What follows belongs to an exercise in optimizing a design on an open flow for small area, a short achievable clock period and few clock cycles; a production flow would make more cautious choices. Function was checked by simulation only, so behaviour that the tests miss may differ from the original. No activity file was given, so power comes from the tool's default toggle rates.

**flow/config.mk**
```make
export PLATFORM = sky130hd
export DESIGN_NAME = dcpc
export DESIGN_NICKNAME = dcpc
export VERILOG_FILES = /design/flow/design.v
export SDC_FILE = /design/flow/constraint.sdc
export NUM_CORES = 4
export LEC_CHECK = 0
export CAP_MARGIN = 20
export CORE_MARGIN = 2
export CORE_UTILIZATION = 40
export CTS_BUF_LIST = sky130_fd_sc_hd__clkbuf_4 sky130_fd_sc_hd__clkbuf_8
export PLACE_DENSITY = 0.6
export SETUP_SLACK_MARGIN = 4.0
export SLEW_MARGIN = 20
```
**flow/constraint.sdc**
```tcl
create_clock -name core_clock -period 10.0 [get_ports {clk}]
set_input_delay 2.0000 -clock core_clock [delete_from_list [all_inputs] [get_ports {clk}]]
set_output_delay 2.0000 -clock core_clock [all_outputs]
set_load 0.01 [all_outputs]
```
**flow/standard.sh**
```bash
#!/bin/bash
# synth_recipe.tcl (not shown) runs the flow's synth.tcl, then flattens the netlist and writes it again
# the make line also repeats each setting of config.mk as NAME=value (left out here)
make -C /OpenROAD-flow-scripts/flow DESIGN_CONFIG=/design/flow/config.mk WORK_HOME=/design/flow/orfs CLKGATE_MAP_FILE= SYNTH_SCRIPT=/design/flow/synth_recipe.tcl "${@:-finish}"
```
**flow/flow/run.sh**
```bash
#!/bin/bash
# The standard layout (the standard.sh, standard synthesis included), with
# the port buffers made as sky130_fd_sc_hd__buf_4 instead of the smallest
# buffer, so that the paths from the inputs to the outputs start and end on
# a faster buffer. Every port is still buffered.
set -euo pipefail
bash standard.sh 'BUFFER_PORTS_ARGS=-buffer_cell sky130_fd_sc_hd__buf_4' finish > run_make.log 2>&1
```
**flow/design.v**
```verilog
module dcpc (
    input  wire        clk,
    input  wire        rst,      
    input  wire        req,
    input  wire        we,
    input  wire        wide,     
    input  wire [15:0] addr,
    input  wire [31:0] wdata,
    output wire        ack,
    output wire        err,
    output wire [31:0] rdata
);
    localparam R_OK          = 5'h00;
    localparam R_TRUNC_ETH   = 5'h01;
    localparam R_TRUNC_VLAN  = 5'h02;
    localparam R_TRUNC_PN    = 5'h03;
    localparam R_TRUNC_DCP   = 5'h04;
    localparam R_ADDR_MM     = 5'h05;
    localparam R_PROTO_MM    = 5'h06;
    localparam R_FID_MM      = 5'h07;
    localparam R_DLEN        = 5'h08;
    localparam R_NO_VIEW     = 5'h10;
    localparam R_ILLEGAL     = 5'h11;
    localparam W_RESTART = 2'd0;
    localparam W_WALK    = 2'd1;
    localparam W_PARK    = 2'd2;
    localparam W_READY   = 2'd3;
    localparam J_NAME = 3'd0;
    localparam J_VEND = 3'd1;
    localparam J_ID   = 3'd2;
    localparam J_IP0  = 3'd3;
    localparam J_IP1  = 3'd4;
    localparam J_NONE = 3'd5;
    reg  [7:0]  rx [0:127];
    reg  [7:0]  nm [0:60];           
    reg  [7:0]  vd [0:60];           
    reg  [4:0]  st_res;
    reg         st_valid;
    reg         st_vlan;
    reg         st_ovr;
    reg         view_set;            
    reg         ctrl_en;
    reg  [15:0] exp_fid;
    reg  [47:0] src_mac;
    reg  [47:0] dst_mac;
    reg  [47:0] exp_mac;
    reg  [7:0]  rx_len;
    reg         tx_lenv;             
    reg         tx_flash;            
    reg  [47:0] tx_dst;              
    reg  [47:0] tx_src;              
    reg  [15:0] view_svc;
    reg  [31:0] view_xid;
    reg  [15:0] view_dly;
    reg  [6:0]  view_dlen;           
    reg  [15:0] view_fid;
    reg  [47:0] rx_src;
    reg  [15:0] d_vid;
    reg  [15:0] d_did;
    reg  [7:0]  d_role;
    reg  [31:0] d_ip;
    reg  [31:0] d_mask;
    reg  [31:0] d_gw;
    reg  [15:0] d_ipst;
    reg  [5:0]  d_nlen;
    reg  [5:0]  d_vlen;
    reg  [5:0]  ptr;                 
    reg  [3:0]  ptr_r1;              
    reg  [6:0]  rem;                 
    reg  [1:0]  ws;                  
    reg  [5:0]  w_nlen, w_vlen;      
    reg  [5:0]  n_hp, v_hp, id_hp, ip_hp;
    reg         id_p, ip_p;
    reg  [7:0]  w_role;
    reg         w_ovr;
    reg  [2:0]  job;                 
    reg  [2:0]  cnt;
    reg         cpl;                 
    reg         busy_cp;             
    reg         cp_first;            
    reg         busy_rd;             
    reg         busy_rd2;            
    reg  [9:0]  pa;                  
    reg  [31:0] rd_q;
    reg         rd_fresh;
    reg         rd_wait1;            
    reg         rd_wait;             
    reg         cmd_wait;            
    reg  [1:0]  last_cmd;            
    integer i;
    wire in_regs   = (addr[15:7] == 9'd0);
    wire in_name   = (addr[15:6] == 10'h004) && (addr[5:0] != 6'h3F);
    wire in_vendor = (addr[15:6] == 10'h005) && (addr[5:0] != 6'h3F);
    wire in_rx     = (addr[15:7] == 9'h080);
    wire in_tx     = (addr[15:6] == 10'h200) && (addr[5:0] < 6'd34);
    wire acc_ok  = in_regs ? (wide && addr[1:0] == 2'b00)
                           : ((in_name || in_vendor || in_rx || in_tx) && !wide);
    wire bus_err = !acc_ok;
    wire idle    = !busy_cp && !busy_rd && !busy_rd2 && !rd_wait1 && !rd_wait && !cmd_wait;
    wire take    = req && idle && acc_ok;
    wire reg_wr  = take && we && in_regs;
    wire [4:0] ra = addr[6:2];
    wire cmd_wr  = reg_wr && (ra == 5'd0);
    wire c_enc   = (wdata == 32'd1) || (wdata == 32'd2);
    wire c_val   = (wdata == 32'd3);
    wire c_par   = (wdata == 32'd4);
    wire c_nop   = (wdata == 32'd0);
    wire rx_wr   = take && we && in_rx;
    wire rx_rd   = take && !we && in_rx;
    wire par_req = cmd_wr && c_par && st_valid;
    wire ready   = (ws == W_READY);
    wire par_go  = par_req && ready;
    wire [9:0] a_key = {addr[15], addr[14], addr[8], addr[6:0]};
    wire rd_hit  = rd_fresh && (a_key == pa);
    wire rd_miss = req && idle && !we && !rd_hit;   
    wire rd_adv  = rd_wait || (req && idle && !we);
    wire cp_last = cpl;
    wire ack_busy  = rd_wait || cmd_wait || busy_rd2 || (busy_cp && cpl);
    wire ps_block  = st_valid;           
    wire par_stall = ps_block && wide && wdata[2];
    assign ack = req && (ack_busy || (idle && (we ? !par_stall : rd_hit)));
    assign err = req && (idle || rd_wait || cmd_wait) && bus_err;
    wire [3:0] row0 = (ptr[1:0] != 2'd0) ? ptr_r1 : ptr[5:2];
    wire [3:0] row1 = ptr[1] ? ptr_r1 : ptr[5:2];
    wire [3:0] row2 = (ptr[1:0] == 2'd3) ? ptr_r1 : ptr[5:2];
    wire [3:0] row3 = ptr[5:2];
    wire [15:0] bk0 = {rx[{row0, 3'd0}], rx[{row0, 3'd1}]};
    wire [15:0] bk1 = {rx[{row1, 3'd2}], rx[{row1, 3'd3}]};
    wire [15:0] bk2 = {rx[{row2, 3'd4}], rx[{row2, 3'd5}]};
    wire [15:0] bk3 = {rx[{row3, 3'd6}], rx[{row3, 3'd7}]};
    reg  [63:0] win;
    always @* begin
        case (ptr[1:0])
            2'd0: win = {bk0, bk1, bk2, bk3};
            2'd1: win = {bk1, bk2, bk3, bk0};
            2'd2: win = {bk2, bk3, bk0, bk1};
            default: win = {bk3, bk0, bk1, bk2};
        endcase
    end
    wire [7:0] w0 = win[63:56];
    wire [7:0] w1 = win[55:48];
    wire [7:0] w2 = win[47:40];
    wire [7:0] w3 = win[39:32];
    wire [7:0] w4 = win[31:24];
    wire [7:0] w5 = win[23:16];
    wire [7:0] w6 = win[15:8];
    wire [7:0] w7 = win[7:0];
    wire [4:0] pa_ri = pa[6:2] + 5'd1;
    wire [5:0] pa_wi = pa[5:0] + 6'd1;
    reg [9:0] pa_seq;
    always @* begin
        if (pa == 10'h004)
            pa_seq = (last_cmd == 2'd2) ? 10'h030 : (last_cmd == 2'd3) ? 10'h050
                   : (last_cmd == 2'd1) ? 10'h02C : 10'h008;
        else if (pa == 10'h070)
            pa_seq = 10'h080;
        else if (pa == 10'h02C)
            pa_seq = 10'h200;
        else if (pa[9:6] == 4'b0010 && pa[5:0] == {2'b0, d_nlen} && d_nlen != 6'd0)
            pa_seq = 10'h0C0;
        else if (pa[9] || pa[8] || pa[7])
            pa_seq = {pa[9:6], pa_wi};
        else
            pa_seq = {pa[9:7], pa_ri, pa[1:0]};
    end
    wire st_chg;
    wire [9:0] sa = rd_wait1 ? pa : pa_seq;
    wire st_fwd = (req && idle && we) || busy_cp;    
    wire rd_keep = !rd_adv && !rd_wait1;             
    wire [9:0] pa_n = rd_miss ? a_key : st_fwd ? 10'h004 : rd_adv ? pa_seq : pa;
    reg [7:0] txb;
    always @* begin
        case (sa[5:0])
            6'd0:  txb = tx_flash ? tx_dst[47:40] : 8'h01;
            6'd1:  txb = tx_flash ? tx_dst[39:32] : 8'h0E;
            6'd2:  txb = tx_flash ? tx_dst[31:24] : 8'hCF;
            6'd3:  txb = tx_flash ? tx_dst[23:16] : 8'h00;
            6'd4:  txb = tx_flash ? tx_dst[15:8]  : 8'h00;
            6'd5:  txb = tx_flash ? tx_dst[7:0]   : 8'h00;
            6'd6:  txb = tx_src[47:40];
            6'd7:  txb = tx_src[39:32];
            6'd8:  txb = tx_src[31:24];
            6'd9:  txb = tx_src[23:16];
            6'd10: txb = tx_src[15:8];
            6'd11: txb = tx_src[7:0];
            6'd12: txb = 8'h88;
            6'd13: txb = 8'h92;
            6'd14: txb = 8'hFE;
            6'd15: txb = tx_flash ? 8'hFD : 8'hFE;
            6'd16: txb = tx_flash ? 8'h04 : 8'h05;
            6'd21: txb = tx_flash ? 8'h02 : 8'h01;
            6'd23: txb = tx_flash ? 8'h00 : 8'h80;
            6'd25: txb = tx_flash ? 8'h08 : 8'h04;
            6'd26: txb = tx_flash ? 8'h05 : 8'hFF;
            6'd27: txb = tx_flash ? 8'h03 : 8'hFF;
            6'd29: txb = tx_flash ? 8'h04 : 8'h00;
            6'd32: txb = 8'h01;
            default: txb = 8'h00;
        endcase
    end
    wire [7:0] nm_rd = (sa[5:0] < d_nlen) ? nm[sa[5:0]] : 8'h00;
    wire [7:0] vd_rd = (sa[5:0] < d_vlen) ? vd[sa[5:0]] : 8'h00;
    reg [31:0] reg_rd;
    always @* begin
        case (sa[6:2])
            5'h01: reg_rd = {21'd0, st_ovr, st_vlan, st_valid, 3'd0, st_res};
            5'h02: reg_rd = {31'd0, ctrl_en};
            5'h03: reg_rd = {16'd0, exp_fid};
            5'h04: reg_rd = {16'd0, src_mac[47:32]};
            5'h05: reg_rd = src_mac[31:0];
            5'h06: reg_rd = {16'd0, dst_mac[47:32]};
            5'h07: reg_rd = dst_mac[31:0];
            5'h08: reg_rd = {16'd0, exp_mac[47:32]};
            5'h09: reg_rd = exp_mac[31:0];
            5'h0A: reg_rd = {24'd0, rx_len};
            5'h0B: reg_rd = !tx_lenv ? 32'd0 : tx_flash ? 32'd34 : 32'd30;
            5'h0C: reg_rd = {16'd0, view_svc};
            5'h0D: reg_rd = view_xid;
            5'h0E: reg_rd = {16'd0, view_dly};
            5'h0F: reg_rd = {25'd0, view_dlen};
            5'h10: reg_rd = {27'd0, view_set, view_set, st_vlan, view_set, 1'b0};
            5'h11: reg_rd = {16'd0, view_fid};
            5'h12: reg_rd = {16'd0, rx_src[47:32]};
            5'h13: reg_rd = rx_src[31:0];
            5'h14: reg_rd = {16'd0, d_vid};
            5'h15: reg_rd = {16'd0, d_did};
            5'h16: reg_rd = {24'd0, d_role};
            5'h17: reg_rd = d_ip;
            5'h18: reg_rd = d_mask;
            5'h19: reg_rd = d_gw;
            5'h1A: reg_rd = {16'd0, d_ipst};
            5'h1B: reg_rd = {26'd0, d_nlen};
            5'h1C: reg_rd = {26'd0, d_vlen};
            5'h1D: reg_rd = 32'h0022_0080;
            5'h1E: reg_rd = 32'h0000_0001;
            5'h1F: reg_rd = 32'h0000_0002;
            default: reg_rd = 32'd0;
        endcase
    end
    reg [31:0] rd_n;
    always @* begin
        rd_n = 32'd0;
        if (sa[9])
            rd_n[7:0] = txb;
        else if (sa[7])
            rd_n[7:0] = sa[6] ? vd_rd : nm_rd;
        else
            rd_n = reg_rd;
        if (rd_keep)
            rd_n = rd_q;
        if (busy_rd)                         
            rd_n = {24'd0, addr[0] ? w1 : w0};
        if (st_fwd)                          
            rd_n = {21'd0, st_ovr_n, st_vlan_n, st_valid_n, 3'd0, st_res_n};
    end
    assign rdata = rd_q;
    wire [47:0] v_dst    = {rx[0], rx[1], rx[2], rx[3], rx[4], rx[5]};
    wire [47:0] v_src    = {rx[6], rx[7], rx[8], rx[9], rx[10], rx[11]};
    wire [15:0] v_et     = {rx[12], rx[13]};
    wire [15:0] v_et_in  = {rx[16], rx[17]};
    wire        v_tag    = (v_et == 16'h8100);
    wire [15:0] v_fid    = v_tag ? {rx[18], rx[19]} : {rx[14], rx[15]};
    wire [7:0]  v_sid    = v_tag ? rx[20] : rx[16];
    wire [7:0]  v_styp   = v_tag ? rx[21] : rx[17];
    wire [31:0] v_xid    = v_tag ? {rx[22], rx[23], rx[24], rx[25]}
                                 : {rx[18], rx[19], rx[20], rx[21]};
    wire [15:0] v_dly    = v_tag ? {rx[26], rx[27]} : {rx[22], rx[23]};
    wire [15:0] v_dlen   = v_tag ? {rx[28], rx[29]} : {rx[24], rx[25]};
    wire [7:0]  v_poff   = v_tag ? 8'd30 : 8'd26;
    wire [7:0]  v_avail  = rx_len - v_poff;
    reg  [4:0]  v_result;
    always @* begin
        if (rx_len < 8'd14)
            v_result = R_TRUNC_ETH;
        else if (ctrl_en && v_dst != exp_mac && v_dst != 48'hFFFF_FFFF_FFFF
                 && v_dst != 48'h010E_CF00_0000)
            v_result = R_ADDR_MM;
        else if (v_tag && rx_len < 8'd18)
            v_result = R_TRUNC_VLAN;
        else if ((v_tag ? v_et_in : v_et) != 16'h8892)
            v_result = R_PROTO_MM;
        else if (rx_len < (v_tag ? 8'd20 : 8'd16))
            v_result = R_TRUNC_PN;
        else if (exp_fid != 16'd0 && v_fid != exp_fid)
            v_result = R_FID_MM;
        else if (rx_len < v_poff)
            v_result = R_TRUNC_DCP;
        else if (v_dlen > {8'd0, v_avail})
            v_result = R_DLEN;
        else
            v_result = R_OK;
    end
    wire v_ok = (v_result == R_OK);
    wire [15:0] k_key  = {w0, w1};
    wire [15:0] k_len  = {w2, w3};
    wire        rem_gt4 = (rem > 7'd4);
    wire [5:0]  kh     = k_len[6:1];
    wire        kc     = k_len[0];
    wire [6:0]  rem_m4 = rem - 7'd4;
    wire [5:0]  q_ovr  = rem_m4[6:1];                   
    wire [6:0]  rem_m7 = rem - 7'd7;
    wire [5:0]  q_fin  = rem_m7[6:1];                   
    wire [5:0]  q_fin1 = q_fin - 6'd1;
    wire        rem_le8 = (rem <= 7'd8);
    wire        ovr_lo = kc ? (kh >= q_ovr) : (kh > q_ovr);
    wire        k_ovr  = (k_len[15:7] != 9'd0) || ovr_lo;
    wire        k_fin  = rem_le8 || (kc ? (kh >= q_fin1) : (kh >= q_fin));
    wire [6:0]  rem_n  = rem_m4 - {kh, 1'b0} - {5'd0, kc, 1'b0};
    wire [5:0]  ptr_p2 = ptr + 6'd2;
    wire [5:0]  ptr_n  = ptr_p2 + kh + {5'd0, kc};
    wire [5:0]  ptr_p6 = ptr + 6'd6;
    wire [5:0]  ptr_n4 = ptr_p6 + kh + {5'd0, kc};     
    wire        k_text = (k_len >= 16'd2) && (k_len <= 16'd63);
    wire [2:0] lastc_n = w_nlen[5:3] - {2'd0, w_nlen[2:0] == 3'd0};    
    wire [2:0] lastc_v = w_vlen[5:3] - {2'd0, w_vlen[2:0] == 3'd0};
    wire [2:0] a_ip_j  = ip_p ? J_IP0 : J_NONE;
    wire [2:0] a_id_j  = id_p ? J_ID : a_ip_j;
    wire [5:0] a_id_p  = id_p ? id_hp : ip_hp;
    wire [2:0] a_vd_j  = (w_vlen != 6'd0) ? J_VEND : a_id_j;
    wire [5:0] a_vd_p  = (w_vlen != 6'd0) ? v_hp : a_id_p;
    wire [2:0] a_nm_j  = (w_nlen != 6'd0) ? J_NAME : a_vd_j;
    wire [5:0] a_nm_p  = (w_nlen != 6'd0) ? n_hp : a_vd_p;
    reg [2:0] nj;
    reg [5:0] nptr;
    reg [2:0] ncnt;
    always @* begin
        ncnt = 3'd0;
        nptr = ptr + 6'd4;
        case (job)
            J_NAME: if (cnt != lastc_n) begin
                        nj = J_NAME; ncnt = cnt + 3'd1;
                    end else begin
                        nj = a_vd_j; nptr = a_vd_p;
                    end
            J_VEND: if (cnt != lastc_v) begin
                        nj = J_VEND; ncnt = cnt + 3'd1;
                    end else begin
                        nj = a_id_j; nptr = a_id_p;
                    end
            J_ID:   begin nj = a_ip_j; nptr = ip_hp; end
            J_IP0:  nj = J_IP1;
            default: nj = J_NONE;
        endcase
    end
    function f_last(input [2:0] j, input [2:0] c);
        case (j)
            J_NAME:  f_last = (c == lastc_n) && (w_vlen == 6'd0) && !id_p && !ip_p;
            J_VEND:  f_last = (c == lastc_v) && !id_p && !ip_p;
            J_ID:    f_last = !ip_p;
            J_IP0:   f_last = 1'b0;
            default: f_last = 1'b1;
        endcase
    endfunction
    wire cp_act = busy_cp;               
    wire cp_clr = busy_cp && cp_first;
    reg [4:0] st_res_n;
    reg       st_valid_n, st_vlan_n, st_ovr_n;
    always @* begin
        st_res_n   = st_res;
        st_valid_n = st_valid;
        st_vlan_n  = st_vlan;
        st_ovr_n   = st_ovr;
        if (cp_clr) begin
            st_ovr_n = w_ovr;
            st_res_n = R_OK;
        end
        if ((reg_wr && ra == 5'h0A) || rx_wr)
            st_valid_n = 1'b0;
        if (cmd_wr) begin
            if (c_enc) begin
                st_res_n = R_OK;
            end else if (c_val) begin
                st_res_n   = v_result;
                st_vlan_n  = v_ok && v_tag;
                st_valid_n = v_ok;
            end else if (c_par) begin
                if (!st_valid)
                    st_res_n = R_NO_VIEW;
            end else if (!c_nop) begin
                st_res_n = R_ILLEGAL;
            end
        end
    end
    assign st_chg = (take && we) || busy_cp;    
    always @(posedge clk) begin
        if (rst) begin
            st_res   <= R_OK;
            st_valid <= 1'b0;
            st_vlan  <= 1'b0;
            st_ovr   <= 1'b0;
        end else begin
            st_res   <= st_res_n;
            st_valid <= st_valid_n;
            st_vlan  <= st_vlan_n;
            st_ovr   <= st_ovr_n;
        end
    end
    always @(posedge clk) begin
        if (rx_wr)
            rx[addr[6:0]] <= wdata[7:0];
    end
    always @(posedge clk) begin
        for (i = 0; i < 61; i = i + 1) begin
            if (cp_act && job == J_NAME && cnt == i / 8)
                nm[i] <= win[63 - 8 * (i % 8) -: 8];
            if (cp_act && job == J_VEND && cnt == i / 8)
                vd[i] <= win[63 - 8 * (i % 8) -: 8];
        end
    end
    always @(posedge clk) begin
        if (!busy_rd && !busy_rd2) case (ws)
            W_RESTART: begin
                ptr    <= st_vlan ? 6'd15 : 6'd13;
                ptr_r1 <= 4'd4;
                rem    <= view_dlen;
                w_nlen <= 6'd0;
                w_vlen <= 6'd0;
                id_p   <= 1'b0;
                ip_p   <= 1'b0;
                w_role <= 8'd0;
                w_ovr  <= 1'b0;
                ws     <= W_WALK;
            end
            W_WALK: begin
                if (!rem_gt4) begin
                    ws <= W_PARK;
                end else if (k_ovr) begin
                    w_ovr <= 1'b1;
                    ws    <= W_PARK;
                end else begin
                    if (k_key == 16'h0201 && k_text) begin
                        w_vlen <= k_len[5:0] - 6'd2;
                        v_hp   <= ptr + 6'd3;
                    end
                    if (k_key == 16'h0202 && k_text) begin
                        w_nlen <= k_len[5:0] - 6'd2;
                        n_hp   <= ptr + 6'd3;
                    end
                    if (k_key == 16'h0203 && k_len >= 16'd6) begin
                        id_p  <= 1'b1;
                        id_hp <= ptr + 6'd3;
                    end
                    if (k_key == 16'h0204 && k_len >= 16'd3)
                        w_role <= w6;
                    if (k_key == 16'h0102 && k_len >= 16'd14) begin
                        ip_p  <= 1'b1;
                        ip_hp <= ptr + 6'd2;
                    end
                    rem <= rem_n;
                    ptr <= ptr_n;
                    ptr_r1 <= ptr_n4[5:2];
                    if (k_fin)
                        ws <= W_PARK;
                end
            end
            W_PARK: begin
                job <= a_nm_j;
                cnt <= 3'd0;
                cpl <= f_last(a_nm_j, 3'd0);
                ptr <= a_nm_p;
                ptr_r1 <= a_nm_p[5:2] + 4'd1;
                ws  <= W_READY;
            end
            default: ;
        endcase
        if (cp_clr) begin
            d_vid  <= 16'd0;
            d_did  <= 16'd0;
            d_ip   <= 32'd0;
            d_mask <= 32'd0;
            d_gw   <= 32'd0;
            d_ipst <= 16'd0;
            d_nlen <= w_nlen;
            d_vlen <= w_vlen;
            d_role <= w_role;
        end
        if (cp_act) begin
            case (job)
                J_ID: begin
                    d_vid <= {w0, w1};
                    d_did <= {w2, w3};
                end
                J_IP0: begin
                    d_ipst        <= {w0, w1};
                    d_ip          <= {w2, w3, w4, w5};
                    d_mask[31:16] <= {w6, w7};
                end
                J_IP1: begin
                    d_mask[15:0] <= {w0, w1};
                    d_gw         <= {w2, w3, w4, w5};
                end
                default: ;
            endcase
            job <= nj;
            cnt <= ncnt;
            cpl <= f_last(nj, ncnt);
            ptr <= nptr;
            ptr_r1 <= nptr[5:2] + 4'd1;
            cp_first <= 1'b0;
            if (cp_last) begin
                busy_cp <= 1'b0;
                ws      <= W_PARK;
            end
        end
        if (par_go) begin
            busy_cp  <= 1'b1;
            cp_first <= 1'b1;
        end
        busy_rd  <= rx_rd;
        busy_rd2 <= busy_rd;
        pa       <= pa_n;
        rd_q     <= rd_n;
        rd_fresh <= !rd_miss && !busy_rd && !(pa_n[8] && !pa_n[9])
                    && (rd_fresh || !rd_keep || st_fwd);
        rd_wait1 <= rd_miss && !rx_rd;
        rd_wait  <= rd_wait1;
        cmd_wait <= req && idle && we && par_stall && !(cmd_wr && c_par);
        if (cmd_wr && (c_enc || c_val || c_par))
            last_cmd <= c_enc ? 2'd1 : c_val ? 2'd2 : 2'd3;
        if (rx_rd) begin
            ptr <= addr[6:1];
            ptr_r1 <= addr[6:3] + 4'd1;
            ws  <= W_RESTART;
        end
        if (reg_wr) begin
            case (ra)
                5'h02: ctrl_en <= wdata[0];
                5'h03: exp_fid <= wdata[15:0];
                5'h04: src_mac[47:32] <= wdata[15:0];
                5'h05: src_mac[31:0]  <= wdata;
                5'h06: dst_mac[47:32] <= wdata[15:0];
                5'h07: dst_mac[31:0]  <= wdata;
                5'h08: exp_mac[47:32] <= wdata[15:0];
                5'h09: exp_mac[31:0]  <= wdata;
                5'h0A: rx_len <= (wdata > 32'd128) ? 8'd128 : wdata[7:0];
                default: ;
            endcase
        end
        if (cmd_wr) begin
            if (c_enc) begin
                tx_flash <= (wdata == 32'd2);
                tx_src   <= src_mac;
                if (wdata == 32'd2)
                    tx_dst <= dst_mac;
                tx_lenv  <= 1'b1;
            end else if (c_val) begin
                view_svc  <= v_ok ? {v_styp, v_sid} : 16'd0;
                view_xid  <= v_ok ? v_xid : 32'd0;
                view_dly  <= v_ok ? v_dly : 16'd0;
                view_dlen <= v_ok ? v_dlen[6:0] : 7'd0;
                view_fid  <= v_ok ? v_fid : 16'd0;
                rx_src    <= v_ok ? v_src : 48'd0;
                view_set  <= v_ok;
                ws        <= W_RESTART;
            end
        end
        if (rst) begin
            view_set <= 1'b0;
            ctrl_en  <= 1'b0;
            exp_fid  <= 16'd0;
            src_mac  <= 48'd0;
            dst_mac  <= 48'd0;
            exp_mac  <= 48'd0;
            rx_len   <= 8'd0;
            tx_lenv  <= 1'b0;
            view_svc <= 16'd0;
            view_xid <= 32'd0;
            view_dly <= 16'd0;
            view_dlen <= 7'd0;
            view_fid <= 16'd0;
            rx_src   <= 48'd0;
            d_vid    <= 16'd0;
            d_did    <= 16'd0;
            d_role   <= 8'd0;
            d_ip     <= 32'd0;
            d_mask   <= 32'd0;
            d_gw     <= 32'd0;
            d_ipst   <= 16'd0;
            d_nlen   <= 6'd0;
            d_vlen   <= 6'd0;
            busy_cp  <= 1'b0;
            busy_rd  <= 1'b0;
            busy_rd2 <= 1'b0;
            rd_fresh <= 1'b0;
            rd_wait  <= 1'b0;
            rd_wait1 <= 1'b0;
            cmd_wait <= 1'b0;
            last_cmd <= 2'd0;
            ws       <= W_RESTART;
        end
    end
endmodule
```
==> impl_metrics.ini, run 1 <==
[cts]
cts_sinks = 2704
clkTransAtPathRegs_ns = 0.06
cts_buffers = 437
cts_buffer_depth = 4
worstSkewPairLatency_ns = 1.09
htreeDepth = 5
cts-root-buf = clkbuf_8
cts_tree = done

[sta]
rsz0062_at_grt = yes
setup_viol = 0
fin_skew_ns = 0.101
setup_tns_ns = 0
relSlewSlack = 0.116
post-route-period-util = 0.609
hold_viol_final = 0
fmax_mhz = 164
slew_violations = 0
final.min_clock_period_ns = 6.09
worst-slew-pin-transition_ns = 1.33

[drt]
wl_per_cell_um = 38.7
remaining_drc_errors = 0
postRouteAntennaNets = 0
vias_per_cell = 6.56
dr.pass1.iters = 9
via_count = 84100
drtIter0Drc = 14800
wirelength_um = 496000

[worst_setup_path]
cpPeakStageDelay_ns = 0.66
cp_num_buf_inv = 4
crit_required_ns = 10.83
crit_chain = inv_1 > ha_1 > or3b_2 > o2bb2ai_1 > and2_4 > o41a_2 > buf_12 > clkinv_8 > nand2_2 > nor4_2 > buf_4 > a22o_1 > a221oi_1 > and3_1 > a31oi_1 > o311a_1 > a2111o_1
crit_fanout = 38
path_depth = 17
reg2reg_depth = 17
worst_setup_path_start_kind = flop
r2r_end = rd_q[3]
crit_slowest_cell = a221oi_1
worstSetupPathType = reg2reg
cp-end-kind = flop
critical_path.endpoint = rd_q[3]
r2r_slack_ns = 3.91
startpoint = pa[0]
critPathTopFamily = compound AO/OA/AOI/OAI gates
reg2reg_from = pa[0]
cp.arrival_ns = 6.92

[outcome]
status = no timing/DRC/antenna violations

[die]
core_um2 = 282000
die_h_um = 536
die_x_um = 536
rows = 195
pin_count = 87
start_util = 0.402
dieArea_um2 = 287000

[power]
pwr-share-comb = 0.410
power_frac_seq = 0.352
clkPwrFrac = 0.238
p_int_mw = 24.0
irDropWorstVdd_uv = 436
switching_share = 0.413
switchingPower_mw = 16.9
p_leak_nw = 43.1
totalPowerFinal_mw = 40.9
p_per_area_nw_per_um2 = 316

[layout]
layout-drive-gt1-share = 0.180
fin_area_um2 = 130000
final_util = 0.460
nets = 8868
stdcell_count = 12800
area_growth_pct = 14.4

[grt]
grt_usage = 0.336
grt_max_degree = 134
grt_pass1_wl_um = 666000
antenna_found_initial = 41
grt_pass1_vias = 78700
grt_overflow = 0

[job]
cap_violations = 0

[logic_synthesis]
syn-num-nets = 8521
syn_avg_cell_area_um2 = 13.5
synth_cell_types = 109
syn_inst = 8367
synth_edf_count = 2184
async_flop_share = 0
yosysWarnings = 3
synth.cell_area_um2 = 113000
synthFlopType = edfxtp_1
ys_ff_latch = 2704
yosysSeqAreaShare = 0.671

[placement]
numPortBuffers = 86
dp.cells = 12000
dpl-instance-area_um2 = 120000
gp_congestion = 1.05
dp_hpwl_um = 332000

[min_path]
hold_path.class = reg2reg
stage by stage:
| step | hold slack [ns] | setup WS, ns |
|---|---|---|
| 6_report | 0.458 | 3.91 |
| 5_1_grt | 0.476 | 3.89 |
| 4_1_cts | 0.460 | 4.00 |
| 3_5_place_dp | 0.445 | 2.50 |
| 3_3_place_gp | 0.439 | 2.63 |
| 2_1_floorplan | 0.420 | 4.01 |
synthesized netlist by cell type (17+ instances only):
cell | n | share of area
o31ai_1 | 21 | 0.0014
nor3_1 | 104 | 0.0046
a21o_1 | 27 | 0.0018
a211oi_1 | 53 | 0.0035
buf_2 | 87 | 0.0038
ha_1 | 98 | 0.011
a221oi_1 | 162 | 0.013
nand2_1 | 981 | 0.033
clkbuf_1 | 377 | 0.013
mux2_2 | 30 | 0.0030
nor2b_1 | 36 | 0.0020
nor4_1 | 83 | 0.0046
xnor2_1 | 69 | 0.0053
a22o_1 | 154 | 0.012
buf_1 | 45 | 0.0015
a32oi_1 | 30 | 0.0023
xor2_1 | 76 | 0.0059
mux2i_1 | 346 | 0.031
nand2b_1 | 30 | 0.0017
dfxtp_1 | 520 | 0.092
mux4_2 | 181 | 0.036
o211ai_1 | 17 | 0.0011
nor2_1 | 494 | 0.016
edfxtp_1 | 2184 | 0.58
nand4_1 | 128 | 0.0071
a21oi_1 | 448 | 0.020
and4_1 | 19 | 0.0015
a2111oi_0 | 27 | 0.0021
inv_1 | 105 | 0.0035
a31oi_1 | 94 | 0.0052
and3_1 | 99 | 0.0055
buf_4 | 27 | 0.0018
a22oi_1 | 377 | 0.025
o21ai_0 | 171 | 0.0076
and2_1 | 41 | 0.0023
a222oi_1 | 56 | 0.0050
nand3_1 | 272 | 0.012
power groups by stage:
stage                     registers, mW  logic, mW  clock network [mW]
after floorplan                    14.5       7.63                   0
after global placement             14.7       15.1                   0
after detailed placement           14.7       15.2                   0
after CTS                          14.4       15.7                9.76
after global routing               14.4       16.9                10.2
final                              14.4       16.8                9.76
kinds of logic (layout without fill, tap and decap cells):
logic type	Yosys count	after routing	share of synthesized area
and+or+nand+nor	2377	2377	0.0964
adders and majority gates	105	105	0.0117
buffers and inverters	655	1346	0.0246
AOI/OAI and AO/OA	1815	1815	0.114
muxes	565	569	0.0708
other	0	21	0
DFF	2704	2704	0.671
xor gates and xnor gates	146	146	0.0114
routing by layer:
layer  vias to the layer above  global-route usage  part of all wire
li1                      33400                   -                 -
met1                     42200               0.425              0.35
met2                      6901               0.503              0.43
met3                      1624              0.0856              0.12
met4                        16               0.242             0.087
met5                         -                   0           0.00022
placed cells by master, fill, tap and decap left out, drive strengths merged, types with 33 or more instances in the layout:
| cell | instances |
|---|---|
| a222oi | 56 |
| and3 | 99 |
| ha | 98 |
| a2111oi | 33 |
| clkbuf | 612 |
| mux4 | 181 |
| nand4 | 129 |
| clkinv | 145 |
| a22o | 154 |
| nand3 | 275 |
| xor2 | 76 |
| nand2 | 984 |
| and2 | 48 |
| a22oi | 377 |
| a31oi | 94 |
| mux2i | 355 |
| nor2 | 494 |
| a21oi | 452 |
| nor4 | 84 |
| mux2 | 33 |
| a221oi | 162 |
| buf | 449 |
| dfxtp | 520 |
| edfxtp | 2184 |
| o21ai | 178 |
| inv | 119 |
| nor3 | 109 |
| nor2b | 36 |
| xnor2 | 69 |
| a211oi | 54 |
flip-flops by register name, summed over array words and instances (netlist names), 48 cells and up, named ones only:
register / count
tx_src: 48
exp_mac: 48
src_mac: 48
dst_mac: 48
nm: 488
tx_dst: 48
rx_src: 48
rx: 1024
vd: 488
repair_timing:
item	CTS	global route
cloned	3	2
setup endpoints to repair	231	197
hold buffers	0	0
pin swaps	7	7
setup buffers	31	17
resized for setup	85	60
worst min-delay path by stage:
stage | cells after the start | slack, ns | endpoint | startpoint
floorplan | 2 | 0.42 | view_xid[21] | view_xid[21]
CTS | 0 | 0.46 | tx_src[4] | src_mac[4]
global placement | 2 | 0.44 | view_fid[14] | view_fid[14]
detailed placement | 2 | 0.44 | view_xid[13] | view_xid[13]
finish | 1 | 0.46 | rd_q[30] | rd_q[30]
global route | 0 | 0.48 | tx_dst[3] | dst_mac[3]
cell type report:
class / count / area [um2]
Antenna cell: 21 / 52.6
Fill cell: 25100 / 152000
Clock buffer: 610 / 7510
Sequential cell: 2704 / 76000
Inverter: 108 / 442
Multi-Input combinational cell: 5012 / 35800
Timing Repair Buffer: 451 / 3770
Clock inverter: 177 / 1210
Tap cell: 3743 / 4680
worst register-to-register path, stage by stage, from the launching register on:
cell       delay [ns]
edfxtp_1         0.56
inv_1            0.18
ha_1             0.25
or3b_2           0.49
o2bb2ai_1        0.23
and2_4           0.30
o41a_2           0.20
buf_12           0.25
clkinv_8         0.31
nand2_2          0.47
nor4_2           0.07
buf_4            0.32
a22o_1           0.36
a221oi_1         0.66
and3_1           0.28
a31oi_1          0.14
o311a_1          0.37
a2111o_1         0.38
Testbench counts, summed over its fixed seeds: cycles 27,139.
==> run 2, diff against run 1 <==
--- a/flow/config.mk
+++ b/flow/config.mk
@@ -11,4 +11,4 @@
 export CTS_BUF_LIST = sky130_fd_sc_hd__clkbuf_4 sky130_fd_sc_hd__clkbuf_8
 export PLACE_DENSITY = 0.6
-export SETUP_SLACK_MARGIN = 4.0
+export SETUP_SLACK_MARGIN = 3.5
 export SLEW_MARGIN = 20
==> impl_metrics.ini, run 2 <==
[outcome]
status = no timing/DRC/antenna violations

[layout]
layout-drive-gt1-share = 0.171
fin_area_um2 = 129000
layout_commonest_cell = edfxtp_1
final_util = 0.456
area_growth_pct = 13.6
stdcell_count = 12800
layout_common_cells = 2184 x edfxtp_1, 976 x nand2_1, 518 x dfxtp_1
largest_reg_flops = 1024
nets = 8825

[drt]
postRouteAntennaNets = 0
remaining_drc_errors = 0
wl_per_cell_um = 38.7
wirelength_um = 494000
vias_per_cell = 6.57
via_count = 83900
dr.pass1.iters = 10
drtIter0Drc = 15000

[cts]
cts_hold_buf = 0
cts-root-buf = clkbuf_8
cts_sinks = 2704
cts_tree = done
cts_buffers = 434
clkTransAtPathRegs_ns = 0.07
worstSkewPairLatency_ns = 1.09
htreeDepth = 5
cts_buffer_depth = 4

[grt]
grt_max_degree = 118
grt_pass1_vias = 78500
antenna_found_initial = 33
grt_overflow = 0
grt_pass1_wl_um = 664000
grt_usage = 0.335

[worst_setup_path]
worst_setup_path_start_kind = flop
cpPeakStageDelay_ns = 0.93
cp-end-kind = flop
startpoint = pa[0]
cp.arrival_ns = 7.41
crit_chain = inv_1 > ha_1 > or3b_2 > o2bb2ai_1 > and2_2 > o41a_2 > buf_4 > nand2_2 > nor3_2 > buf_4 > a22oi_1 > nand4_1 > nor2_1 > a211oi_1 > nor2_1 > a21oi_1
r2r_end = rd_q[8]
reg2reg_from = pa[0]
r2r_slack_ns = 3.45
crit_required_ns = 10.87
reg2reg_depth = 16
crit_fanout = 35
worstSetupPathType = reg2reg
crit_slowest_cell = a211oi_1

[placement]
dp_hpwl_um = 330000
dpl-instance-area_um2 = 119000
dp_slack_ns = 2.54
gp_congestion = 1.06
numPortBuffers = 86
dp.cells = 11900

[die]
pin_count = 87
dieArea_um2 = 287000
rows = 195
die_x_um = 536
die_h_um = 536
core_um2 = 282000
start_util = 0.402

[min_path]
min-delay-start = view_fid[14]
holdPathStages = 2
hold_path.class = reg2reg
holdPathEnd = view_fid[14]

[sta]
finalWorstSetupSlack_ns = 3.45
rsz0062_at_grt = yes
slew_violations = 0
relSlewSlack = 0.0757
post-route-period-util = 0.655
holdWs_ns = 0.455
hold_viol_final = 0
fin_skew_ns = 0.102
worst-slew-pin-transition_ns = 1.39
fmax_mhz = 153
setup_viol = 0
setup_tns_ns = 0
final.min_clock_period_ns = 6.55

[logic_synthesis]
synth.top_cell.area_share = 0.579
yosysMostFrequentCell = edfxtp_1
synth_top_cell_by_area = edfxtp_1
yosysWarnings = 3
syn_inst = 8367
synthFlopType = edfxtp_1
yosysSeqAreaShare = 0.671
synth_cell_types = 109
async_flop_share = 0
yosys-top-cells-area = edfxtp_1 58%, dfxtp_1 9.2%, mux4_2 3.6%, nand2_1 3.3%, mux2i_1 3.1%
ys_ff_latch = 2704
synth_common_cells = 2184 x edfxtp_1, 981 x nand2_1, 520 x dfxtp_1
synth_edf_count = 2184
syn-num-nets = 8521
synth.cell_area_um2 = 113000
syn_avg_cell_area_um2 = 13.5

[power]
p_per_area_nw_per_um2 = 316
totalPowerFinal_mw = 40.6
irDropWorstVdd_uv = 413
p_leak_nw = 42.7

[job]
cap_violations = 0
==> run 2: final cells by class <==
class	count	area, um2
Inverter	108	448
Antenna cell	25	62.6
Tap cell	3743	4680
Multi-Input combinational cell	5011	35600
Clock inverter	145	975
Fill cell	25100	153000
Sequential cell	2704	76000
Timing Repair Buffer	412	3340
Clock buffer	619	7540
==> run 2: power by group <==
part	internal, mW	total [mW]	switching (mW)
clock	5.07	9.60	4.53
sequential	14.2	14.4	0.215
combinational	4.42	16.6	12.2
total	23.7	40.6	16.9
==> run 2: critical path: cells and delay by family (launching register included) <==
kind / cells / cell delay, ns
buffers and inverters: 3 / 1.18
adders and majority gates: 1 / 0.26
DFF: 1 / 0.56
AOI/OAI and AO/OA: 5 / 1.82
and+or+nand+nor: 7 / 2.45
==> run 2: worst max-delay path by stage <==
stage | cells after the start | end
final | 16 | rd_q[8]
after global routing | 17 | rd_q[4]
after CTS | 17 | rd_q[4]
after detailed placement | 17 | n_hp[4]
after global placement | 17 | n_hp[3]
after floorplan | 23 | w_nlen[0]
==> run 2: cell families (layout without fill, tap and decap cells) <==
group                    after synthesis  after routing  synth area share
flip-flops                          2704           2704             0.671
AND/OR/NAND/NOR                     2377           2377            0.0964
AO/OA/AOI/OAI                       1815           1815             0.114
buffers and inverters                655           1284            0.0246
multiplexers                         565            568            0.0708
XOR/XNOR                             146            146            0.0114
adder cells (fa/ha/maj)              105            105            0.0117
other                                  0             25                 0
==> run 2: per-layer routing <==
metal	vias up	global-route usage	share of wire	wire length, um
li1	33200	-	-	-
met1	42000	0.418	0.35	173000
met2	6966	0.497	0.43	213000
met3	1598	0.0950	0.13	64500
met4	20	0.243	0.088	43400
met5	-	0	0.00028	137
==> run 2: timing repair <==
item | CTS | global route
gates resized for setup | 31 | 31
setup endpoints to repair | 91 | 126
gates cloned | 4 | 0
pin swaps | 1 | 5
setup buffers | 7 | 20
==> run 3, diff against run 2 <==
--- a/flow/config.mk
+++ b/flow/config.mk
@@ -8,7 +8,7 @@
 export CAP_MARGIN = 20
 export CORE_MARGIN = 2
-export CORE_UTILIZATION = 40
+export CORE_UTILIZATION = 48
 export CTS_BUF_LIST = sky130_fd_sc_hd__clkbuf_4 sky130_fd_sc_hd__clkbuf_8
-export PLACE_DENSITY = 0.6
-export SETUP_SLACK_MARGIN = 3.5
+export PLACE_DENSITY = 0.65
+export SETUP_SLACK_MARGIN = 4.0
 export SLEW_MARGIN = 20
==> impl_metrics.ini, run 3 <==
[outcome]
status = no timing/DRC/antenna violations

[die]
pin_count = 87
start_util = 0.482
die_x_um = 490
dieArea_um2 = 240000
die_h_um = 490
core_um2 = 235000
rows = 178

[min_path]
hold_path.class = reg2reg
min-delay-start = dst_mac[17]
holdPathStages = 0
holdPathEnd = tx_dst[17]

[power]
p_int_mw = 24.1
switching_share = 0.411
irDropWorstVdd_uv = 354
p_per_area_nw_per_um2 = 318
pwr-share-comb = 0.405
p_leak_nw = 43.1
switchingPower_mw = 16.8
power_frac_seq = 0.353
totalPowerFinal_mw = 40.9
clkPwrFrac = 0.242

[drt]
drtIter0Drc = 15200
remaining_drc_errors = 0
wl_per_cell_um = 40.0
dr_wl_met2_um = 207000
routed.top_layer = met5
dr.pass1.iters = 10
via_count = 84000
postRouteAntennaNets = 0
routed-wl-met3_um = 64000
wirelength_um = 490000
wl_met1_um = 168000
vias_per_cell = 6.86

[cts]
cts-root-buf = clkbuf_8
cts_buffer_depth = 4
clkTransAtPathRegs_ns = 0.06
cts_hold_buf = 0
htreeDepth = 5
cts_tree = done
worstSkewPairLatency_ns = 1.19
cts_buffers = 444
cts_sinks = 2704

[sta]
setup_viol = 0
final.min_clock_period_ns = 5.91
worst-slew-pin-transition_ns = 1.39
post-route-period-util = 0.591
hold_viol_final = 0
fin_skew_ns = 0.117
rsz0062_at_grt = yes
finalWorstSetupSlack_ns = 4.09
slew_violations = 0
setup_tns_ns = 0
relSlewSlack = 0.0577
fmax_mhz = 169

[worst_setup_path]
crit_fanout = 29
reg2reg_depth = 17
worstSetupPathType = reg2reg
worst_setup_path_start_kind = flop
cp.arrival_ns = 6.75
r2r_slack_ns = 4.09
cp-end-kind = flop
reg2reg_from = pa[0]
crit_required_ns = 10.84
r2r_end = rd_q[3]

[logic_synthesis]
ys_ff_latch = 2704
syn_inst = 8367
synth_common_cells = 2184 x edfxtp_1, 981 x nand2_1, 520 x dfxtp_1
async_flop_share = 0
yosys-top-cells-area = edfxtp_1 58%, dfxtp_1 9.2%, mux4_2 3.6%, nand2_1 3.3%, mux2i_1 3.1%
yosysWarnings = 3
yosysSeqAreaShare = 0.671
yosysMostFrequentCell = edfxtp_1
synth_top_cell_by_area = edfxtp_1
synthFlopType = edfxtp_1
synth_edf_count = 2184
syn-num-nets = 8521
syn_avg_cell_area_um2 = 13.5
synth_cell_types = 109
synth.cell_area_um2 = 113000
synth.top_cell.area_share = 0.579

[layout]
largest_reg_flops = 1024
nets = 8878
area_growth_pct = 13.7
stdcell_count = 12200
ff_latch_area_um2 = 76000
multi_input_area_um2 = 35700
layout_commonest_cell = edfxtp_1
layout_common_cells = 2184 x edfxtp_1, 977 x nand2_1, 518 x dfxtp_1
layout-drive-gt1-share = 0.178
fillers = 19300
fin_area_um2 = 129000

[placement]
dp_hpwl_um = 329000
gp_congestion = 1.02
dp.cells = 11400
dp_slack_ns = 3.12
dpl-instance-area_um2 = 119000
numPortBuffers = 86

[job]
cap_violations = 0

[grt]
grt_pass1_vias = 78700
grt_usage = 0.402
grt_max_degree = 189
grt_overflow = 0
antenna_found_initial = 50
grt_pass1_wl_um = 659000
[run 3: cell count changes in the layout (fill, tap and decap cells not counted), moves of 5 or more]
cell	change
buf_6	+11
buf_4	+22
a21oi_1	-5
buf_8	+5
clkbuf_4	-34
clkinv_2	+30
a21oi_2	+9
and2_1	-5
bufinv_16	+14
nor3_2	+7
diode_2	-9
clkinv_1	+28
[run 3: cells by family (layout without fill, tap and decap cells)]
kind of cell               after synthesis  after routing  share of synthesized area
DFF                                   2704           2704                      0.671
adders and majority gates              105            105                     0.0117
AOI/OAI and AO/OA                     1815           1815                      0.114
buffers and inverters                  655           1361                     0.0246
other                                    0             16                          0
muxes                                  565            566                     0.0708
and+or+nand+nor                       2377           2379                     0.0964
xor gates and xnor gates               146            146                     0.0114
[run 3: cell type report]
cell class                 instances  area share
inverter                         108     0.00341
multi-input combinational       5011       0.277
antenna                           16    0.000311
tap                             3150      0.0306
sequential                      2704       0.590
clock buffer                     587      0.0568
clock inverter                   211      0.0121
timing repair buffer             455      0.0292
[run 3: repair_timing]
item	CTS	global route
setup buffers	25	25
cloned	3	0
endpoints found under the setup margin	226	106
gates resized for setup	58	53
pin swaps	8	9
[run 3: worst max-delay path, cell delays in order (launching register included)]
cell and delay, ns:
edfxtp_1 0.49, inv_1 0.14, ha_1 0.27, or3b_2 0.50, o2bb2ai_1 0.26, and2_4 0.31, o41a_4 0.32, buf_6 0.34
a2111oi_4 0.09, buf_4 0.21, and2_2 0.34, buf_4 0.32, a22oi_1 0.23, nand4_1 0.16, a221o_1 0.31, a2111oi_1 0.41
a41oi_2 0.40, a2111o_1 0.44
[run 3: power by group through the flow]
stage | registers, mW | logic (mW) | clock network, mW
final | 14.4 | 16.6 | 9.90
after global placement | 14.7 | 14.9 | 0
after detailed placement | 14.7 | 15.1 | 0
after floorplan | 14.5 | 7.63 | 0
after CTS | 14.4 | 15.5 | 9.89
after global routing | 14.4 | 16.6 | 10.4
[run 3: per-layer routing]
| metal | vias to the layer above | global-route usage |
|---|---|---|
| met3 | 1807 | 0.120 |
| met5 | - | 0 |
| met1 | 41700 | 0.497 |
| met2 | 7060 | 0.584 |
| li1 | 33400 | - |
| met4 | 34 | 0.325 |
[run 3: metrics by stage]
step / util / hold slack, ns
2_1_floorplan: - / 0.420
5_1_grt: 0.548 / 0.424
4_1_cts: 0.545 / 0.391
3_3_place_gp: 0.505 / 0.436
3_5_place_dp: 0.505 / 0.441
6_report: 0.548 / 0.426
[run 3: how the worst max path moves through the flow]
| stage | from | to | cells past startpoint |
|---|---|---|---|
| detailed placement | ptr[1] | n_hp[5] | 17 |
| finish | pa[0] | rd_q[3] | 17 |
| global placement | ptr[1] | n_hp[4] | 14 |
| CTS | ptr[1] | ip_hp[5] | 19 |
| global route | ptr[3] | ws[0] | 21 |
| floorplan | ptr[1] | w_nlen[0] | 24 |
==> run 4, diff against run 3 <==
--- a/flow/config.mk
+++ b/flow/config.mk
@@ -8,7 +8,7 @@
 export CAP_MARGIN = 20
 export CORE_MARGIN = 2
-export CORE_UTILIZATION = 48
+export CORE_UTILIZATION = 52
 export CTS_BUF_LIST = sky130_fd_sc_hd__clkbuf_4 sky130_fd_sc_hd__clkbuf_8
-export PLACE_DENSITY = 0.65
+export PLACE_DENSITY = 0.69
 export SETUP_SLACK_MARGIN = 4.0
 export SLEW_MARGIN = 20
==> impl_metrics.ini, run 4 <==
[outcome]
status = no timing/DRC/antenna violations

[grt]
grt_overflow = 0
grt_max_degree = 123
grt_pass1_wl_um = 652000
grt_usage = 0.427
grt_pass1_vias = 79200
antenna_found_initial = 38

[layout]
layout_common_cells = 2184 x edfxtp_1, 976 x nand2_1, 518 x dfxtp_1
largest_reg_flops = 1024
layout_commonest_cell = edfxtp_1
final_util = 0.592
stdcell_count = 12000
fin_area_um2 = 128000
area_growth_pct = 13.4
layout-drive-gt1-share = 0.180
nets = 8880

[power]
totalPowerFinal_mw = 40.8
irDropWorstVdd_uv = 427
p_per_area_nw_per_um2 = 318
p_leak_nw = 43.1

[logic_synthesis]
synth_top_cell_by_area = edfxtp_1
yosys-top-cells-area = edfxtp_1 58%, dfxtp_1 9.2%, mux4_2 3.6%, nand2_1 3.3%, mux2i_1 3.1%
synthFlopType = edfxtp_1
async_flop_share = 0
syn_avg_cell_area_um2 = 13.5
synth_edf_count = 2184
ys_ff_latch = 2704
syn_inst = 8367
yosysSeqAreaShare = 0.671
yosysMostFrequentCell = edfxtp_1
synth_cell_types = 109
synth.top_cell.area_share = 0.579
synth_common_cells = 2184 x edfxtp_1, 981 x nand2_1, 520 x dfxtp_1
syn-num-nets = 8521
yosysWarnings = 3
synth.cell_area_um2 = 113000

[placement]
dp.cells = 11100
dpl-instance-area_um2 = 118000
dp_slack_ns = 2.72
dp_hpwl_um = 325000
gp_congestion = 1.06
numPortBuffers = 86

[worst_setup_path]
cp.arrival_ns = 7.02
cpPeakStageDelay_ns = 1.22
crit_required_ns = 10.97
crit_slowest_cell = a221oi_1
critPathTopFamily = compound AO/OA/AOI/OAI gates
crit_fanout = 19
worstSetupPathType = reg2reg
cp-end-kind = flop
crit_chain = or4_1 > o311ai_2 > nor4_4 > buf_4 > o31a_2 > inv_2 > buf_4 > nor2_1 > and2_1 > a221oi_1 > nand4_1 > o21ai_0 > o211ai_1 > o2bb2ai_1
worst_setup_path_start_kind = flop
cp_num_buf_inv = 3
path_common_cell = buf_4

[cts]
htreeDepth = 5
worstSkewPairLatency_ns = 1.19
cts_buffer_depth = 4
cts_buffers = 437
cts_hold_buf = 0
clkTransAtPathRegs_ns = 0.07
cts_sinks = 2704
cts-root-buf = clkbuf_8
cts_tree = done

[sta]
holdWs_ns = 0.454
setup_viol = 0
rsz0062_at_grt = no
setup_tns_ns = 0
finalWorstSetupSlack_ns = 3.96
worst-slew-pin-transition_ns = 1.35
final.min_clock_period_ns = 6.04
hold_viol_final = 0
relSlewSlack = 0.100
fmax_mhz = 165
slew_violations = 0
post-route-period-util = 0.604
fin_skew_ns = 0.103

[drt]
drtIter0Drc = 16400
wl_per_cell_um = 40.4
wirelength_um = 483000
via_count = 85100
vias_per_cell = 7.11
dr.pass1.iters = 9
remaining_drc_errors = 0
postRouteAntennaNets = 0

[die]
start_util = 0.522
dieArea_um2 = 221000
die_x_um = 471
core_um2 = 217000
pin_count = 87
rows = 171
die_h_um = 471

[min_path]
hold_path.class = reg2reg

[job]
cap_violations = 0
-- run 4: cell counts after synthesis --
No cell type changed its count.
-- run 4: final cells by class --
type                       count  area [um2]
clock buffer                 612        7570
timing repair buffer         462        3840
clock inverter               167        1080
inverter                     108         442
fill                       16800       88400
sequential                  2704       76000
multi-input combinational   5013       35700
antenna                       36        90.1
tap                         2854        3570
-- run 4: final timing paths --
kind                            startpoint         end  slack, ns  cells after the start
worst max-delay path             d_nlen[5]     rd_q[7]       3.96                     14
worst min-delay path             rx[10][4]  rx_src[12]       0.45                      1
worst max register to register   d_nlen[5]     rd_q[7]       3.96                     14
worst min register to register   rx[10][4]  rx_src[12]       0.45                      1
-- run 4: metal layers --
layer  GRT usage  routed length (um)  up-vias
met4       0.352               50300       18
li1            -                   -    33400
met1       0.523              162000    42000
met5     0.00260                 204        -
met3       0.129               63800     2092
met2       0.624              206000     7587
-- run 4: kinds of logic after synthesis --
family,synth area share
simple gates,0.0964
fa+ha+maj,0.0117
compound gates,0.114
xor+xnor,0.0114
flops,0.671
buf+inv,0.0246
mux,0.0708
-- run 4: timing repair --
action                     CTS  global route
hold endpoints to repair     0             0
gates cloned                 5             1
resized for setup           77            58
pin swaps                    5            10
setup buffers               27            42
setup endpoints to repair  155           117
-- run 4: report_power, final --
| part | total (mW) | internal [mW] | leakage (nW) | switching, mW |
|---|---|---|---|---|
| clock network | 9.67 | 5.20 | 4.61 | 4.48 |
| logic | 16.7 | 4.69 | 14.8 | 12.0 |
| registers | 14.4 | 14.2 | 23.7 | 0.201 |
| total | 40.8 | 24.1 | 43.1 | 16.7 |
==> run 5, diff against run 4 <==
--- a/flow/config.mk
+++ b/flow/config.mk
@@ -8,7 +8,7 @@
 export CAP_MARGIN = 20
 export CORE_MARGIN = 2
-export CORE_UTILIZATION = 52
+export CORE_UTILIZATION = 56
 export CTS_BUF_LIST = sky130_fd_sc_hd__clkbuf_4 sky130_fd_sc_hd__clkbuf_8
-export PLACE_DENSITY = 0.69
+export PLACE_DENSITY = 0.73
 export SETUP_SLACK_MARGIN = 4.0
 export SLEW_MARGIN = 20
==> impl_metrics.ini, run 5 <==
[outcome]
status = no timing/DRC/antenna violations

[layout]
area_growth_pct = 13.0
stdcell_count = 11700
final_util = 0.635
layout-drive-gt1-share = 0.178
layout_common_cells = 2184 x edfxtp_1, 976 x nand2_1, 518 x dfxtp_1
nets = 8867
layout_commonest_cell = edfxtp_1
largest_reg_flops = 1024

[logic_synthesis]
yosysMostFrequentCell = edfxtp_1
synthFlopType = edfxtp_1
syn_avg_cell_area_um2 = 13.5
synth_edf_count = 2184
synth_fa_ha_area_frac = 0.0117
synth.top_cell.area_share = 0.579
yosysWarnings = 3
synth-compound-area-share = 0.114
async_flop_share = 0
synth_xor_area_frac = 0.0114
synth_cell_types = 109
syn-num-nets = 8521
synth_top_family_by_area = compound AO/OA/AOI/OAI gates
ys_ff_latch = 2704
synth.cell_area_um2 = 113000
syn_inst = 8367
yosys-top-cells-area = edfxtp_1 58%, dfxtp_1 9.2%, mux4_2 3.6%, nand2_1 3.3%, mux2i_1 3.1%
synth_common_cells = 2184 x edfxtp_1, 981 x nand2_1, 520 x dfxtp_1
synth_top_cell_by_area = edfxtp_1
synth_simple_gate_area_frac = 0.0964
synthMuxAreaShare = 0.0708
yosysSeqAreaShare = 0.671

[cts]
cts_buffers = 434
htreeDepth = 5
cts_sinks = 2704
worstSkewPairLatency_ns = 1.23
cts_tree = done
clkTransAtPathRegs_ns = 0.06
cts-root-buf = clkbuf_8
cts_hold_buf = 0
cts_buffer_depth = 4

[power]
irDropWorstVdd_uv = 530
p_per_area_nw_per_um2 = 319
switchingPower_mw = 16.8
switching_share = 0.412
p_leak_nw = 43.0
p_int_mw = 24.0
power_frac_seq = 0.354
clkPwrFrac = 0.230
pwr-share-comb = 0.416

[sta]
relSlewSlack = 0.0765
hold_viol_final = 0
fin_skew_ns = 0.149
finalWorstSetupSlack_ns = 3.96
post-route-period-util = 0.604
setup_viol = 0
fmax_mhz = 166
worst-slew-pin-transition_ns = 1.37
slew_violations = 0
setup_tns_ns = 0
rsz0062_at_grt = yes
final.min_clock_period_ns = 6.04

[grt]
grt_overflow = 0
grt_pass1_wl_um = 648000
antenna_found_initial = 45
grt_pass1_vias = 79900
grt_max_degree = 130
grt_usage = 0.459

[die]
die_x_um = 454
rows = 165
start_util = 0.562
pin_count = 87
dieArea_um2 = 206000
core_um2 = 201000
die_h_um = 454

[min_path]
hold_path.class = reg2reg

[drt]
wl_per_cell_um = 40.8
dr.pass1.iters = 11
vias_per_cell = 7.28
remaining_drc_errors = 0
drtIter0Drc = 17600
postRouteAntennaNets = 0
wirelength_um = 479000
via_count = 85400

[placement]
numPortBuffers = 86
dp.cells = 10900
gp_congestion = 1.09
dp_slack_ns = 2.95
dp_hpwl_um = 321000

[worst_setup_path]
worst_setup_path_start_kind = flop
cp.arrival_ns = 6.80
crit_fanout = 47
crit_required_ns = 10.76
worstSetupPathType = reg2reg
cp-end-kind = flop

[job]
cap_violations = 0
## run 5: final cells by class
cell class / count / area, um2
inverters: 108 / 459
well taps: 2672 / 3340
clock buffers: 617 / 7550
diodes: 29 / 72.6
clock inverters: 141 / 826
fillers: 15000 / 73600
flip-flops and latches: 2704 / 76000
repair buffers: 456 / 3930
multi-input cells: 5009 / 35700
## run 5: what timing repair did
action | 4_1_cts | 5_1_grt
hold endpoints to repair | 0 | 0
resized for setup | 66 | 66
buffers inserted | 34 | 22
pin swaps | 5 | 6
endpoints found under the setup margin | 202 | 167
gates cloned | 3 | 2
## run 5: power groups by stage
stage	Combinational, mW	Clock [mW]	Sequential [mW]
2_1_floorplan	7.63	0	14.5
3_3_place_gp	14.8	0	14.7
3_5_place_dp	15.0	0	14.7
4_1_cts	15.5	9.34	14.4
5_1_grt	16.9	9.82	14.4
6_report	17.0	9.40	14.4
## run 5: path summary, 6_finish.rpt
kind | slack, ns | depth (start not counted) | end | from
hold / removal | 0.43 | 0 | tx_dst[18] | dst_mac[18]
setup reg to reg | 3.96 | 19 | id_hp[0] | ptr[1]
setup / recovery | 3.96 | 19 | id_hp[0] | ptr[1]
hold reg to reg | 0.43 | 0 | tx_dst[18] | dst_mac[18]
## run 5: worst max-delay path: stages (launching register included)
cell	delay, ns
edfxtp_1	0.39
buf_8	0.20
inv_4	0.13
ha_4	0.28
mux2i_4	0.29
buf_12	0.15
buf_4	0.15
bufbuf_16	0.43
mux4_2	0.35
and2_0	0.17
a211oi_1	0.41
a21oi_1	0.09
buf_4	0.23
a222oi_1	0.33
a21oi_2	0.10
buf_4	0.35
nor3_1	0.33
nand3b_1	0.27
nor4_1	0.53
and2_1	0.42
## run 5: stage by stage
step                      instance area [um2]  hold slack, ns  total power [mW]
after floorplan                        113000           0.420              22.1
after global placement                 118000           0.439              29.5
after detailed placement               118000           0.441              29.7
after CTS                              127000           0.444              39.3
after global routing                   128000           0.454              41.2
final                                  128000           0.434              40.8
## run 5: kinds of logic after synthesis
family | after synthesis
AO/OA/AOI/OAI | 1815
AND/OR/NAND/NOR | 2377
flip-flops | 2704
adder cells (fa/ha/maj) | 105
XOR/XNOR | 146
buffers and inverters | 655
multiplexers | 565
## run 5: routing by layer
layer | global-route usage | vias up | wire [um]
met1 | 0.562 | 41500 | 156000
met2 | 0.652 | 8325 | 200000
met3 | 0.152 | 2251 | 69100
met4 | 0.405 | 24 | 53700
met5 | 0.00257 | - | 288
li1 | - | 33300 | -
==> run 6, diff against run 5 <==
--- a/flow/design.v
+++ b/flow/design.v
@@ -74,4 +74,6 @@
     reg  [7:0]  w_role;
     reg         w_ovr;
+    reg         wph;                 
+    reg  [39:0] hdr;                 
     reg  [2:0]  job;                 
     reg  [2:0]  cnt;
@@ -292,6 +294,6 @@
     end
     wire v_ok = (v_result == R_OK);
-    wire [15:0] k_key  = {w0, w1};
-    wire [15:0] k_len  = {w2, w3};
+    wire [15:0] k_key  = hdr[39:24];
+    wire [15:0] k_len  = hdr[23:8];
     wire        rem_gt4 = (rem > 7'd4);
     wire [5:0]  kh     = k_len[6:1];
@@ -420,7 +422,12 @@
                 w_role <= 8'd0;
                 w_ovr  <= 1'b0;
+                wph    <= 1'b0;
                 ws     <= W_WALK;
             end
-            W_WALK: begin
+            W_WALK: if (!wph) begin
+                hdr <= {w0, w1, w2, w3, w6};
+                wph <= 1'b1;
+            end else begin
+                wph <= 1'b0;
                 if (!rem_gt4) begin
                     ws <= W_PARK;
@@ -442,5 +449,5 @@
                     end
                     if (k_key == 16'h0204 && k_len >= 16'd3)
-                        w_role <= w6;
+                        w_role <= hdr[7:0];
                     if (k_key == 16'h0102 && k_len >= 16'd14) begin
                         ip_p  <= 1'b1;
--- a/flow/config.mk
+++ b/flow/config.mk
@@ -8,7 +8,7 @@
 export CAP_MARGIN = 20
 export CORE_MARGIN = 2
-export CORE_UTILIZATION = 56
+export CORE_UTILIZATION = 40
 export CTS_BUF_LIST = sky130_fd_sc_hd__clkbuf_4 sky130_fd_sc_hd__clkbuf_8
-export PLACE_DENSITY = 0.73
+export PLACE_DENSITY = 0.6
 export SETUP_SLACK_MARGIN = 4.0
 export SLEW_MARGIN = 20
==> impl_metrics.ini, run 6 <==
[die]
dieArea_um2 = 290000
die_x_um = 538
start_util = 0.401
core_um2 = 285000
die_h_um = 538
pin_count = 87
rows = 196

[layout]
layout-drive-gt1-share = 0.186
final_util = 0.459
ff_latch_area_um2 = 77200
nets = 8792
multi_input_area_um2 = 36000
fillers = 25000
largest_reg_flops = 1024
area_growth_pct = 14.4
layout_common_cells = 2225 x edfxtp_1, 1067 x nand2_1, 518 x dfxtp_1
layout_commonest_cell = edfxtp_1

[logic_synthesis]
async_flop_share = 0
syn-num-nets = 8464
ys_ff_latch = 2745
yosysWarnings = 3
synth.top_cell.area_share = 0.585
synth_top_cell_by_area = edfxtp_1
yosysMostFrequentCell = edfxtp_1
yosysSeqAreaShare = 0.676
syn_inst = 8303
synth_edf_count = 2225
synth.cell_area_um2 = 114000
synth_cell_types = 100
synth_common_cells = 2225 x edfxtp_1, 1071 x nand2_1, 520 x dfxtp_1
yosys-top-cells-area = edfxtp_1 58%, dfxtp_1 9.1%, mux4_2 5.4%, nand2_1 3.5%, a22oi_1 2.3%
synthFlopType = edfxtp_1
syn_avg_cell_area_um2 = 13.8

[worst_setup_path]
worstSetupPathType = reg2reg
crit_chain = inv_1 > ha_1 > nor3b_2 > and3_1 > nor2_2 > a311o_2 > nand2_4 > buf_4 > nor3_1 > buf_4 > a22o_1 > a221oi_1 > nand3_1 > o21ai_0 > nand2_1
path_common_cell = buf_4
critPathTopFamily = compound AO/OA/AOI/OAI gates
cp-end-kind = flop
worst_setup_path_start_kind = flop
crit_slowest_cell = o21ai_0
cpPeakStageDelay_ns = 1.05
cp.arrival_ns = 6.83
crit_fanout = 33
crit_required_ns = 10.74
cp_num_buf_inv = 3

[drt]
via_count = 84500
wirelength_um = 495000
postRouteAntennaNets = 0
remaining_drc_errors = 0
vias_per_cell = 6.62
dr.pass1.iters = 14
drtIter0Drc = 15800
wl_per_cell_um = 38.7

[cts]
cts_sinks = 2745
cts-root-buf = clkbuf_8
worstSkewPairLatency_ns = 1.10
cts_buffer_depth = 4
cts_tree = done
cts_hold_buf = 0
clkTransAtPathRegs_ns = 0.07
htreeDepth = 5
cts_buffers = 436

[placement]
gp_congestion = 1.04
dp_hpwl_um = 327000
numPortBuffers = 86

[power]
totalPowerFinal_mw = 40.9
irDropWorstVdd_uv = 456
p_per_area_nw_per_um2 = 313
p_leak_nw = 41.9

[sta]
fin_skew_ns = 0.0960
rsz0062_at_grt = yes
slew_violations = 0
post-route-period-util = 0.609
setup_tns_ns = 0
worst-slew-pin-transition_ns = 1.35
fmax_mhz = 164
relSlewSlack = 0.0975
hold_viol_final = 0
setup_viol = 0
final.min_clock_period_ns = 6.09

[outcome]
status = no timing/DRC/antenna violations

[grt]
grt_pass1_vias = 79000
grt_pass1_wl_um = 667000
grt_usage = 0.331
antenna_found_initial = 40
grt_overflow = 0
grt_max_degree = 208

[min_path]
hold_path.class = reg2reg

[job]
cap_violations = 0
run 6: cell count changes after synthesis, sizes merged, moves of 43 or more:
cell / delta
mux2i: -200
nor2: -106
mux4: +92
nand2: +89
nor3: +51
a2bb2oi: +43
run 6: path summary, 6_finish.rpt:
path / cells past startpoint / endpoint / slack [ns] / from
max reg2reg: 15 / rd_q[9] / 3.91 / pa[0]
max: 15 / rd_q[9] / 3.91 / pa[0]
min: 1 / rd_q[17] / 0.46 / rd_q[17]
min reg2reg: 1 / rd_q[17] / 0.46 / rd_q[17]
run 6: area by class of cell:
type | instances | area share
multi-input combinational | 4928 | 0.275
tap | 3762 | 0.0360
sequential | 2745 | 0.591
clock inverter | 187 | 0.0112
inverter | 96 | 0.00288
antenna | 23 | 0.000440
timing repair buffer | 424 | 0.0267
clock buffer | 606 | 0.0568
run 6: metal layers:
| layer | vias up | global-route usage | share of wire |
|---|---|---|---|
| li1 | 33200 | - | - |
| met1 | 42100 | 0.412 | 0.35 |
| met2 | 7419 | 0.484 | 0.43 |
| met3 | 1798 | 0.101 | 0.13 |
| met4 | 12 | 0.249 | 0.092 |
| met5 | - | 0.000164 | 0.00019 |
run 6: metrics by stage:
step	setup slack (ns)	hold WS, ns	std cells	area, um2
after detailed placement	3.29	0.441	11900	121000
after global routing	3.95	0.465	12800	131000
after floorplan	4.19	0.417	8303	114000
after CTS	3.91	0.455	12700	130000
final	3.91	0.455	12800	131000
after global placement	3.47	0.437	11900	121000
run 6: what timing repair did:
action / in CTS / in global routing
pin swaps: 0 / 2
setup buffers: 5 / 16
resized for setup: 16 / 28
gates cloned: 0 / 0
setup endpoints to repair: 47 / 27
endpoints found under the hold margin: 0 / 0
run 6: cells by family after synthesis:
family / share of synthesized area
AOI/OAI and AO/OA: 0.113
xor gates and xnor gates: 0.0105
adders and majority gates: 0.0123
buffers and inverters: 0.0226
DFF: 0.676
muxes: 0.0694
and+or+nand+nor: 0.0965
run 6: where the power goes:
group | internal [mW] | leakage (nW) | switching [mW]
registers | 14.6 | 24.1 | 0.340
logic | 4.27 | 13.2 | 11.7
clock network | 5.35 | 4.69 | 4.62
Testbench counts of run 6, summed over its fixed seeds: cycles 27,308.

-- separate check: timing with driven ports --
In the flow no input, the clock included, has a driving cell. The finished layouts below were timed again as built, in two steps.
Step 1 assumes that a clkbuf_16 drives the clock port and a buf_2 every other input.
Step 2 adds t to the input delays and takes it off the output delays; t is the mean of the earliest and latest rising clock arrival at the registers after step 1. Input paths then give back, and output paths get back, about the clock's delay inside the block.
a / b / c = ideal / step 1 / step 2; a / b = the first two.
run | t (ns) | setup WS [ns] | latest minus earliest clock arrival (ns) | worst register clock-pin slew, ns
run 1 | 1.138 | 3.914 / 3.914 / 3.414 | 0.102 / 0.102 | 0.07 / 0.07
run 2 | 1.131 | 3.455 / 3.455 / 3.170 | 0.102 / 0.102 | 0.07 / 0.07
run 3 | 1.227 | 4.085 / 4.085 / 3.438 | 0.119 / 0.119 | 0.08 / 0.08
run 4 | 1.241 | 3.955 / 3.955 / 3.372 | 0.114 / 0.114 | 0.07 / 0.07
run 5 | 1.242 | 3.962 / 3.962 / 3.675 | 0.157 / 0.157 | 0.08 / 0.08
run 6 | 1.143 | 3.912 / 3.912 / 3.484 | 0.097 / 0.097 | 0.08 / 0.08
After both steps every run listed still meets setup and hold. For run 3, which loses most, drivers alone change the setup slack by 0.000 ns; drivers and shift together by -0.647 ns.
